This is an optimization exercise on Yosys and OpenROAD, whose aim is small area, a short achievable clock period and few clock cycles per item, not a production implementation. Function was checked by simulation only, so behaviour that the tests miss may differ from the original. Power and IR drop assume default switching activity.

Setup of v6:
Design grayscale_rasterizer, start of the top module:
module grayscale_rasterizer (
    input  wire        clk,
    input  wire        rst,
    input  wire        cmd_valid,
    output wire        cmd_ready,
    input  wire [39:0] cmd_word,
    input  wire        cmd_dec_ok,
    input  wire [7:0]  cmd_w,
    input  wire [7:0]  cmd_h,
    output wire [12:0] pix_addr,
    input  wire [7:0]  pix_rdata,
    output wire        tx_valid,
    output wire [7:0]  tx_data,
    output wire        tx_last,
    input  wire        tx_ready,
    input  wire        tx_err,
    output reg         log_valid,
    output wire [31:0] log_rec
);
export LEC_CHECK = 0
export CAP_MARGIN = 20
export CORE_MARGIN = 2
export CORE_UTILIZATION = 70
export CTS_BUF_LIST = sky130_fd_sc_hd__clkbuf_4 sky130_fd_sc_hd__clkbuf_8
export CTS_CLUSTER_DIAMETER = 60
export SLEW_MARGIN = 20
create_clock -name core_clock -period 28.0 [get_ports {clk}]
standard.sh (not shown) runs the stock make flow with config.mk's settings and CLKGATE_MAP_FILE= SYNTH_SCRIPT=/design/flow/synth_recipe.tcl, a recipe that flattens the netlist after the stock synthesis.
==> flow/flow/run.sh <==
#!/bin/bash
set -euo pipefail
export BUFFER_PORTS_ARGS="-buffer_cell sky130_fd_sc_hd__buf_1"
export CTS_ARGS="-sink_clustering_enable -repair_clock_nets -sink_clustering_size 40 -sink_clustering_max_diameter 80 -sink_buffer_max_cap_derate 1.0 -buf_list sky130_fd_sc_hd__clkbuf_8"
bash standard.sh > standard.log 2>&1
Testbench counts of v6, summed over its fixed seeds: cycles 352,558, frames 768.
Setup changes, v6 to v7
==> flow/flow/run.sh <==
#!/bin/bash
set -euo pipefail
export BUFFER_PORTS_ARGS="-buffer_cell sky130_fd_sc_hd__buf_1"
bash standard.sh > standard.log 2>&1
Results
- v7 reached the end of the flow, and the finished layout is clean on the timing, design-rule and antenna checks.
- Share of cell area taken by flip-flops and latches: v6 vs v7, no meaningful difference
- Compare v7 and v6 | worst setup slack higher: v7
- Looking only at routed length on met1, and setting everything else aside, the higher value of v7 and v6 goes to v7.
- Compared with v6, v7 shows a number of fill cells in the layout that is about 0.5% lower.
- v6 has higher average via count per standard cell than v7.
- Compared with v6, v7 is hungrier on power.
- Per the comparison of v7 with v6, leakage power summed over all cells barely changed; maximum frequency barely changed; clock latency on the worst-skew pair barely changed.
- On met2 usage in global routing, the lower figure sits with v6, not v7.

## job 101
grayscale_rasterizer, a different RTL version from the one above (not shown whole).
Size in the first run: roughly 840 cells after synthesis, roughly 150 flip-flops, roughly 0.0085 sq mm of cells after synthesis.
==> flow/config.mk <==
export PLATFORM = sky130hd
export DESIGN_NAME = grayscale_rasterizer
export DESIGN_NICKNAME = grayscale_rasterizer
export VERILOG_FILES = /design/flow/design.v
export SDC_FILE = /design/flow/constraint.sdc
export NUM_CORES = 4
export LEC_CHECK = 0
export CAP_MARGIN = 20
export CORE_MARGIN = 2
export CORE_UTILIZATION = 40
export SLEW_MARGIN = 20
==> flow/constraint.sdc <==
create_clock -name core_clock -period 28.0 [get_ports {clk}]
set_input_delay 5.6000 -clock core_clock [delete_from_list [all_inputs] [get_ports {clk}]]
set_output_delay 5.6000 -clock core_clock [all_outputs]
set_load 0.01 [all_outputs]
==> flow/flow/run.sh <==
#!/bin/bash
set -euo pipefail
export BUFFER_PORTS_ARGS="-buffer_cell sky130_fd_sc_hd__buf_1"
bash standard.sh > standard.log 2>&1
Having completed the whole flow, job 101 delivered a layout that passed the timing, design-rule and antenna checks.
Testbench counts of job 101, summed over its fixed seeds: cycles 367,388, frames 768.
Input changes introduced in job 102 (baseline for comparison: job 101):
Settings: swapping 40 for 70 in CORE_UTILIZATION; putting CTS_CLUSTER_DIAMETER at 60 where nothing was set; putting CTS_BUF_LIST at sky130_fd_sc_hd__clkbuf_4 sky130_fd_sc_hd__clkbuf_8 where nothing was set.
--- outcome ---
- Changes observed in job 102 relative to job 101: via count of the routed design higher, routed length on met1 down 950 um, final standard cell count with taps included and fillers excluded decreased by 10% relative to the old numbers.
- Final period utilization (job 102 over job 101): increase, 0.16 points
- Changes observed in job 102 relative to job 101: met3 layer wire length in the routed design went up by 55%; critical path's largest stage delay was more or less identical; logic gate share of total power went up by 1.7 points; clock network fraction of design power went down by 9.3 points.
- Job 102 has completed all stages; timing, DRC and antenna checks passed.
- Compared with job 101, job 102 shows a filler cell count in the final layout that is about 60% lower.
- Post-layout instance area for job 102: 420 sq um down relative to job 101
What job 103 does differently from job 102 at the input level:
Settings: CTS_CLUSTER_DIAMETER no longer set, was 60; CORE_UTILIZATION now 40, was 70; CTS_BUF_LIST no longer set, was sky130_fd_sc_hd__clkbuf_4 sky130_fd_sc_hd__clkbuf_8.
==> flow/run.sh (new file) <==
#!/bin/bash
# synth_recipe.tcl (not shown) runs the flow's synth.tcl, then flattens the netlist and writes it again
# the make line also repeats each setting of config.mk as NAME=value (left out here)
make -C /OpenROAD-flow-scripts/flow DESIGN_CONFIG=/design/flow/config.mk WORK_HOME=/design/flow/orfs CLKGATE_MAP_FILE= SYNTH_SCRIPT=/design/flow/synth_recipe.tcl finish
removed: flow/flow/run.sh
removed: flow/standard.sh
Notes after the runs:
Peak per-stage delay on the critical path: job 102 vs job 103, no meaningful difference
Summary of job 103 over job 102: cell-internal power now larger; final-layout non-clock buffer area share now larger; wire length of the first global-routing pass now larger.
Job 103 vs. job 102: pin slew with the least headroom to its limit went down by 0.10 ns.
diff inputs: job 103 => job 104
Settings: swapping 40 for 70 in CORE_UTILIZATION; putting CTS_BUF_LIST at sky130_fd_sc_hd__clkbuf_8 where nothing was set.
==> flow/flow/run.sh (new file) <==
#!/bin/bash
set -euo pipefail
export BUFFER_PORTS_ARGS="-buffer_cell sky130_fd_sc_hd__buf_1"
bash standard.sh > standard.log 2>&1
==> flow/standard.sh (new file) <==
#!/bin/bash
# synth_recipe.tcl (not shown) runs the flow's synth.tcl, then flattens the netlist and writes it again
# the make line also repeats each setting of config.mk as NAME=value (left out here)
make -C /OpenROAD-flow-scripts/flow DESIGN_CONFIG=/design/flow/config.mk WORK_HOME=/design/flow/orfs CLKGATE_MAP_FILE= SYNTH_SCRIPT=/design/flow/synth_recipe.tcl "${@:-finish}"
removed: flow/run.sh
[summary]
Job 104 | stages: all done | timing, DRC, antenna: all pass
In the metrics for job 104 and job 103, the one carrying the higher area added between synthesis and finish is job 103.
Comparing job 104 and job 103, the higher global-route usage is on job 104.
In the metrics for job 104 and job 103, the one carrying the lower number of detailed-route iterations in the first pass is job 103.
Against job 103 as the reference, job 104 delivers a lower total power after layout.
Summary of job 104 over job 103: number of well taps dropped 128; length of routed met3 wiring climbed 100%.
Changes in job 105 relative to job 104:
Settings: CORE_UTILIZATION changed from 70 to 60; CTS_CLUSTER_SIZE newly set to 30.
==> run summary <==
For data required time of the critical path, job 104 and job 105 come out practically identical.
Against job 104, job 105 reports a worst-case hold slack that is lower.
Lower post-synthesis to final-layout area growth among job 104 and job 105: job 104
The global-route wire length before repair of job 104 and that of job 105 are within noise of each other.
Diff job 105..job 104 | area after synthesis | negligible

==> afterwards: timing with drivers on the ports <==
In the flow no input, the clock included, has a driving cell. The finished layouts below were timed again as built, in two steps.
Step 1 sets driving cells, clkbuf_16 on the clock port and buf_2 on the other inputs (assumed; they add their load-dependent delay and slew).
Step 2, shift: input delay + t, output delay - t, t = (earliest + latest rising clock arrival at the registers) / 2. This alone moves slack from input paths to output paths.
Slacks: no drivers / after step 1 / after step 2; pairs: no drivers / after step 1.
run | shift t [ns] | setup WS [ns] | latest minus earliest clock arrival (ns) | worst slew at a driven data input, ns
v6 | 0.495 | 21.314 / 21.275 / 20.965 | 0.017 / 0.018 | 0.05
v7 | 0.493 | 21.319 / 21.281 / 20.984 | 0.017 / 0.016 | 0.05
job 101 | 0.480 | 21.209 / 21.238 / 20.757 | 0.020 / 0.021 | 0.04
job 102 | 0.494 | 21.164 / 21.179 / 20.685 | 0.014 / 0.014 | 0.05
job 103 | 0.474 | 20.898 / 20.909 / 20.449 | 0.013 / 0.013 | 0.05
job 104 | 0.499 | 21.167 / 21.181 / 20.682 | 0.015 / 0.014 | 0.05
job 105 | 0.484 | 21.153 / 21.170 / 20.685 | 0.015 / 0.015 | 0.04
After both steps setup and hold are still met in every run listed. The setup slack of job 104, which loses most, moves by +0.014 ns with the drivers and by -0.485 ns with both steps.
